Context: an optimization exercise on an open-source flow, tuned for small area. The choices shown serve that exercise and are no tape-out recipe. Function was checked by simulation only, so behaviour that the tests miss may differ from the original. Power is estimated from default activity; no workload was simulated.

Design b62_core, start of the top module:
module b62_core (
    input  wire         clk,
    input  wire         rst,       
    input  wire         start,     
    input  wire         dec,       
    input  wire [1:0]   sel,       
    input  wire [5:0]   len,       
    input  wire [343:0] din,
    output wire         ready,
    output reg          done,
    output wire [1:0]   err,       
    output wire [5:0]   err_idx,   
    output wire [5:0]   out_len,
    output wire [343:0] dout
);
    localparam ERR_NONE  = 2'd0;
    localparam ERR_ALPHA = 2'd1;
    localparam ERR_FRAME = 2'd2;
    localparam ERR_OVF   = 2'd3;
    function [7:0] alpha;
        input [1:0] s;
        input [5:0] d;
        reg       s1, t1, t2;
        reg [6:0] k;
        begin
            s1 = (s == 2'd1);
            t1 = s1 ? (d < 6'd26) : (d < 6'd10);
            t2 = s1 ? (d < 6'd52) : (d < 6'd36);
            case (s)
                2'd1:    k = t1 ? 7'h41 : t2 ? 7'h47 : 7'h7C;    
                2'd2:    k = t1 ? 7'h30 : t2 ? 7'h57 : 7'h1D;    
                default: k = t1 ? 7'h30 : t2 ? 7'h37 : 7'h3D;    
            endcase
            alpha = {1'b0, {1'b0, d} + k};
        end
    endfunction
    function [6:0] sym;
        input [1:0] s;
        input [7:0] c;
        reg       isdig, inlet, ok;
        reg [5:0] k;
        begin
            isdig = (c[7:4] == 4'b0011) && !(c[3] && (c[2] || c[1]));
            inlet = (c[4:0] != 5'd0) && !(c[4] && c[3] && (c[2] || (c[1] && c[0])));
            ok    = isdig || (c[7:6] == 2'b01 && inlet);
            if (!c[6])      k = (s == 2'd1) ? 6'd36 : 6'd48;                         
            else if (!c[5]) k = (s == 2'd0) ? 6'd9 : (s == 2'd1) ? 6'd63 : 6'd35;    
            else            k = (s == 2'd0) ? 6'd35 : (s == 2'd1) ? 6'd25 : 6'd9;    
  ...
Settings: LEC_CHECK=0, CAP_MARGIN=20, CORE_MARGIN=2, CORE_UTILIZATION=60, SLEW_MARGIN=20; clock period 5.5 ns.
standard.sh (not shown) runs the stock make flow with config.mk's settings and CLKGATE_MAP_FILE= SYNTH_SCRIPT=/design/flow/synth_recipe.tcl, a recipe that flattens the netlist after the stock synthesis.
==> flow/flow/run.sh <==
#!/bin/bash
# The standard layout (standard.sh), with two changes to how it is made:
# ports are buffered with the smallest buffer instead of a delay buffer, and
# clock tree synthesis uses small clock buffers and no dummy loads.
set -euo pipefail
export BUFFER_PORTS_ARGS="-buffer_cell sky130_fd_sc_hd__buf_1"
export CTS_ARGS="-sink_clustering_enable -repair_clock_nets -dont_use_dummy_load -buf_list {sky130_fd_sc_hd__clkbuf_4} -sink_clustering_size 24 -sink_clustering_max_diameter 80"
bash standard.sh finish > standard.log 2>&1
The baseline never finished: it broke off in I/O pin placement (3_2_place_iop) (PPL-0024).
Then changed:
--- a/flow/flow/run.sh
+++ b/flow/flow/run.sh
@@ -7 +7 @@
-export CTS_ARGS="-sink_clustering_enable -repair_clock_nets -dont_use_dummy_load -buf_list {sky130_fd_sc_hd__clkbuf_4} -sink_clustering_size 24 -sink_clustering_max_diameter 80"
+export CTS_ARGS="-sink_clustering_enable -repair_clock_nets -dont_use_dummy_load -buf_list {sky130_fd_sc_hd__clkbuf_4 sky130_fd_sc_hd__clkbuf_8}"
The new run failed in I/O pin placement (3_2_place_iop); synthesized area does not change; synthesized cell count does not change.

========
b62_core, a different RTL version from the one above (not shown whole).
Size: about 1300 cells after synthesis, ~720 I/O pins, about 0.014 mm2 of cells after synthesis.
clock: 5.5 ns
lec_check: 0
cap_margin: 20
core_area: 4 4 211 211
die_area: 0 0 215 215
slew_margin: 20
==> flow/flow/run.sh <==
#!/bin/bash
# The standard layout (standard.sh), with two changes to how it is made:
# ports are buffered with the smallest buffer instead of a delay buffer, and
# clock tree synthesis uses small clock buffers and no dummy loads.
set -euo pipefail
export BUFFER_PORTS_ARGS="-buffer_cell sky130_fd_sc_hd__buf_1"
export CTS_ARGS="-sink_clustering_enable -repair_clock_nets -dont_use_dummy_load -buf_list {sky130_fd_sc_hd__clkbuf_16} -sink_clustering_size 22 -sink_clustering_max_diameter 60"
bash standard.sh finish > standard.log 2>&1
Then changed:
--- a/flow/flow/run.sh
+++ b/flow/flow/run.sh
@@ -6,3 +6,3 @@
 export BUFFER_PORTS_ARGS="-buffer_cell sky130_fd_sc_hd__buf_1"
-export CTS_ARGS="-sink_clustering_enable -repair_clock_nets -dont_use_dummy_load -buf_list {sky130_fd_sc_hd__clkbuf_16} -sink_clustering_size 22 -sink_clustering_max_diameter 60"
+export CTS_ARGS="-sink_clustering_enable -repair_clock_nets -dont_use_dummy_load -buf_list {sky130_fd_sc_hd__clkbuf_8} -sink_clustering_size 14 -sink_clustering_max_diameter 70"
 bash standard.sh finish > standard.log 2>&1
After rerunning: Design area goes down by a few percent; fmax goes up slightly; worst setup slack improves by 0.050 ns; power goes down by roughly a tenth; sequential share of layout area goes up by 0.94 points; global-route usage goes down by 0.15 points; die area stays the same; synthesized cell count does not change; sequential power barely changes.

========
## lane 3
b62_core, a different RTL version from the one above (not shown whole).
Size: roughly 1300 cells after synthesis, ~720 I/O pins, ~0.014 sq mm of cells after synthesis.
export LEC_CHECK = 0
export CAP_MARGIN = 20
export CORE_AREA = 4 4 211 211
export DIE_AREA = 0 0 215 215
export PLACE_DENSITY = 0.8
export SLEW_MARGIN = 20
create_clock -name core_clock -period 5.5 [get_ports {clk}]
==> flow/flow/run.sh <==
#!/bin/bash
# The standard layout (standard.sh), with two changes to how it is made:
# ports are buffered with the smallest buffer instead of a delay buffer, and
# clock tree synthesis uses small clock buffers and no dummy loads.
set -euo pipefail
export BUFFER_PORTS_ARGS="-buffer_cell sky130_fd_sc_hd__buf_1"
export CTS_ARGS="-sink_clustering_enable -repair_clock_nets -dont_use_dummy_load -buf_list {sky130_fd_sc_hd__clkbuf_8} -sink_clustering_size 14 -sink_clustering_max_diameter 70"
bash standard.sh finish > standard.log 2>&1
Both conditions hold for lane 3: the flow ran to the end and the final layout passed the timing, design-rule and antenna checks.
Edits applied to the flow inputs when going from lane 3 to lane 5:
==> flow/flow/run.sh <==
#!/bin/bash
# The standard layout (standard.sh), with two changes to how it is made:
# ports are buffered with the smallest buffer instead of a delay buffer, and
# clock tree synthesis uses small clock buffers and no dummy loads.
set -euo pipefail
export BUFFER_PORTS_ARGS="-buffer_cell sky130_fd_sc_hd__buf_1"
export CTS_ARGS="-sink_clustering_enable -repair_clock_nets -dont_use_dummy_load -buf_list {sky130_fd_sc_hd__clkbuf_8} -sink_clustering_size 18 -sink_clustering_max_diameter 60"
bash standard.sh finish > standard.log 2>&1
## What came out
- The clock-cell share of area of lane 3 and that of lane 5 are within noise of each other.
- Lane 5 against lane 3: power in combinational cells shows no meaningful change, normalized max-slew margin shows an increase of 2.8 points, total power consumption of the routed design shows a reduction of about 0.75%, transition time at the pin with the least slew margin shows a reduction of 0.042 ns, share of total power in the clock network shows a reduction of 0.5 points.
- On overall via count from detail_route, lane 5 tracks lane 3 almost exactly.
- Between lane 5 and lane 3, the difference in global-route total usage across every layer is negligible.

========
RTL: one of the versions met above, not the one the previous note started from.
For scale: ~1300 cells after synthesis, about 390 flip-flops, roughly 720 I/O pins, ~14000 um2 of cells after synthesis.
export LEC_CHECK = 0
export CAP_MARGIN = 20
export CORE_AREA = 4 4 211 211
export DIE_AREA = 0 0 215 215
export PLACE_DENSITY = 0.8
export SLEW_MARGIN = 20
create_clock -name core_clock -period 5.5 [get_ports {clk}]
==> flow/flow/run.sh <==
#!/bin/bash
# The standard layout (standard.sh), with two changes to how it is made:
# ports are buffered with the smallest buffer instead of a delay buffer, and
# clock tree synthesis uses small clock buffers and no dummy loads.
set -euo pipefail
export BUFFER_PORTS_ARGS="-buffer_cell sky130_fd_sc_hd__buf_1"
export CTS_ARGS="-sink_clustering_enable -repair_clock_nets -dont_use_dummy_load -buf_list {sky130_fd_sc_hd__clkbuf_8} -sink_clustering_size 14 -sink_clustering_max_diameter 70"
bash standard.sh finish > standard.log 2>&1
The baseline finished with timing, DRC and antenna clean.
Then changed:
==> flow/flow/run.sh (replaced) <==
#!/bin/bash
# The standard layout (standard.sh), with two changes to how it is made:
# ports are buffered with the smallest buffer instead of a delay buffer, and
# clock tree synthesis uses small clock buffers and no dummy loads.
set -euo pipefail
export BUFFER_PORTS_ARGS="-buffer_cell sky130_fd_sc_hd__buf_1"
export CTS_ARGS="-sink_clustering_enable -repair_clock_nets -dont_use_dummy_load -buf_list {sky130_fd_sc_hd__clkbuf_16} -sink_clustering_size 30 -sink_clustering_max_diameter 80"
bash standard.sh finish > standard.log 2>&1
After rerunning: The new run ran to the end with no violations; worst setup slack got worse by 0.047 ns; clock-buffer cell count falls by 16; critical path depth stays the same; final area hardly moves; worst hold slack gets worse by 0.0041 ns; clock skew climbs by 0.022 ns.

-- what the ideal ports hide --
How much do the figures lean on ideal ports? The routed layouts below were timed once more, with nothing changed but the port constraints.
Step 1 sets driving cells, clkbuf_16 on the clock port and buf_2 on the other inputs (assumed; they add their load-dependent delay and slew).
Step 2 moves the port delays by t, midway between the first and last clock arrival at a register: inputs arrive t later, outputs are due t later. That takes back most of the time a late clock gives input paths.
Slacks: ideal ports / drivers / drivers and shift; pairs: ideal ports / drivers.
| run | t (ns) | slack for setup (ns) | worst setup path at the end | worst slew at a driven data input, ns | cell pins on the clock port's net |
|---|---|---|---|---|---|
| the first run of note 2 | 0.597 | 0.340 / 0.340 / 0.340 | register to register | 0.09 | 1 |
| the second run of note 2 | 0.626 | 0.390 / 0.390 / 0.390 | register to register | 0.09 | 1 |
| lane 3 | 0.633 | 0.439 / 0.439 / 0.439 | register to register | 0.13 | 1 |
| lane 5 | 0.604 | 0.390 / 0.390 / 0.390 | register to register | 0.13 | 1 |
| the first run of note 4 | 0.611 | 0.296 / 0.296 / 0.296 | register to register | 0.09 | 1 |
| the second run of note 4 | 0.573 | 0.249 / 0.249 / 0.249 | register to register | 0.09 | 1 |
After both steps setup and hold are still met in every run listed.
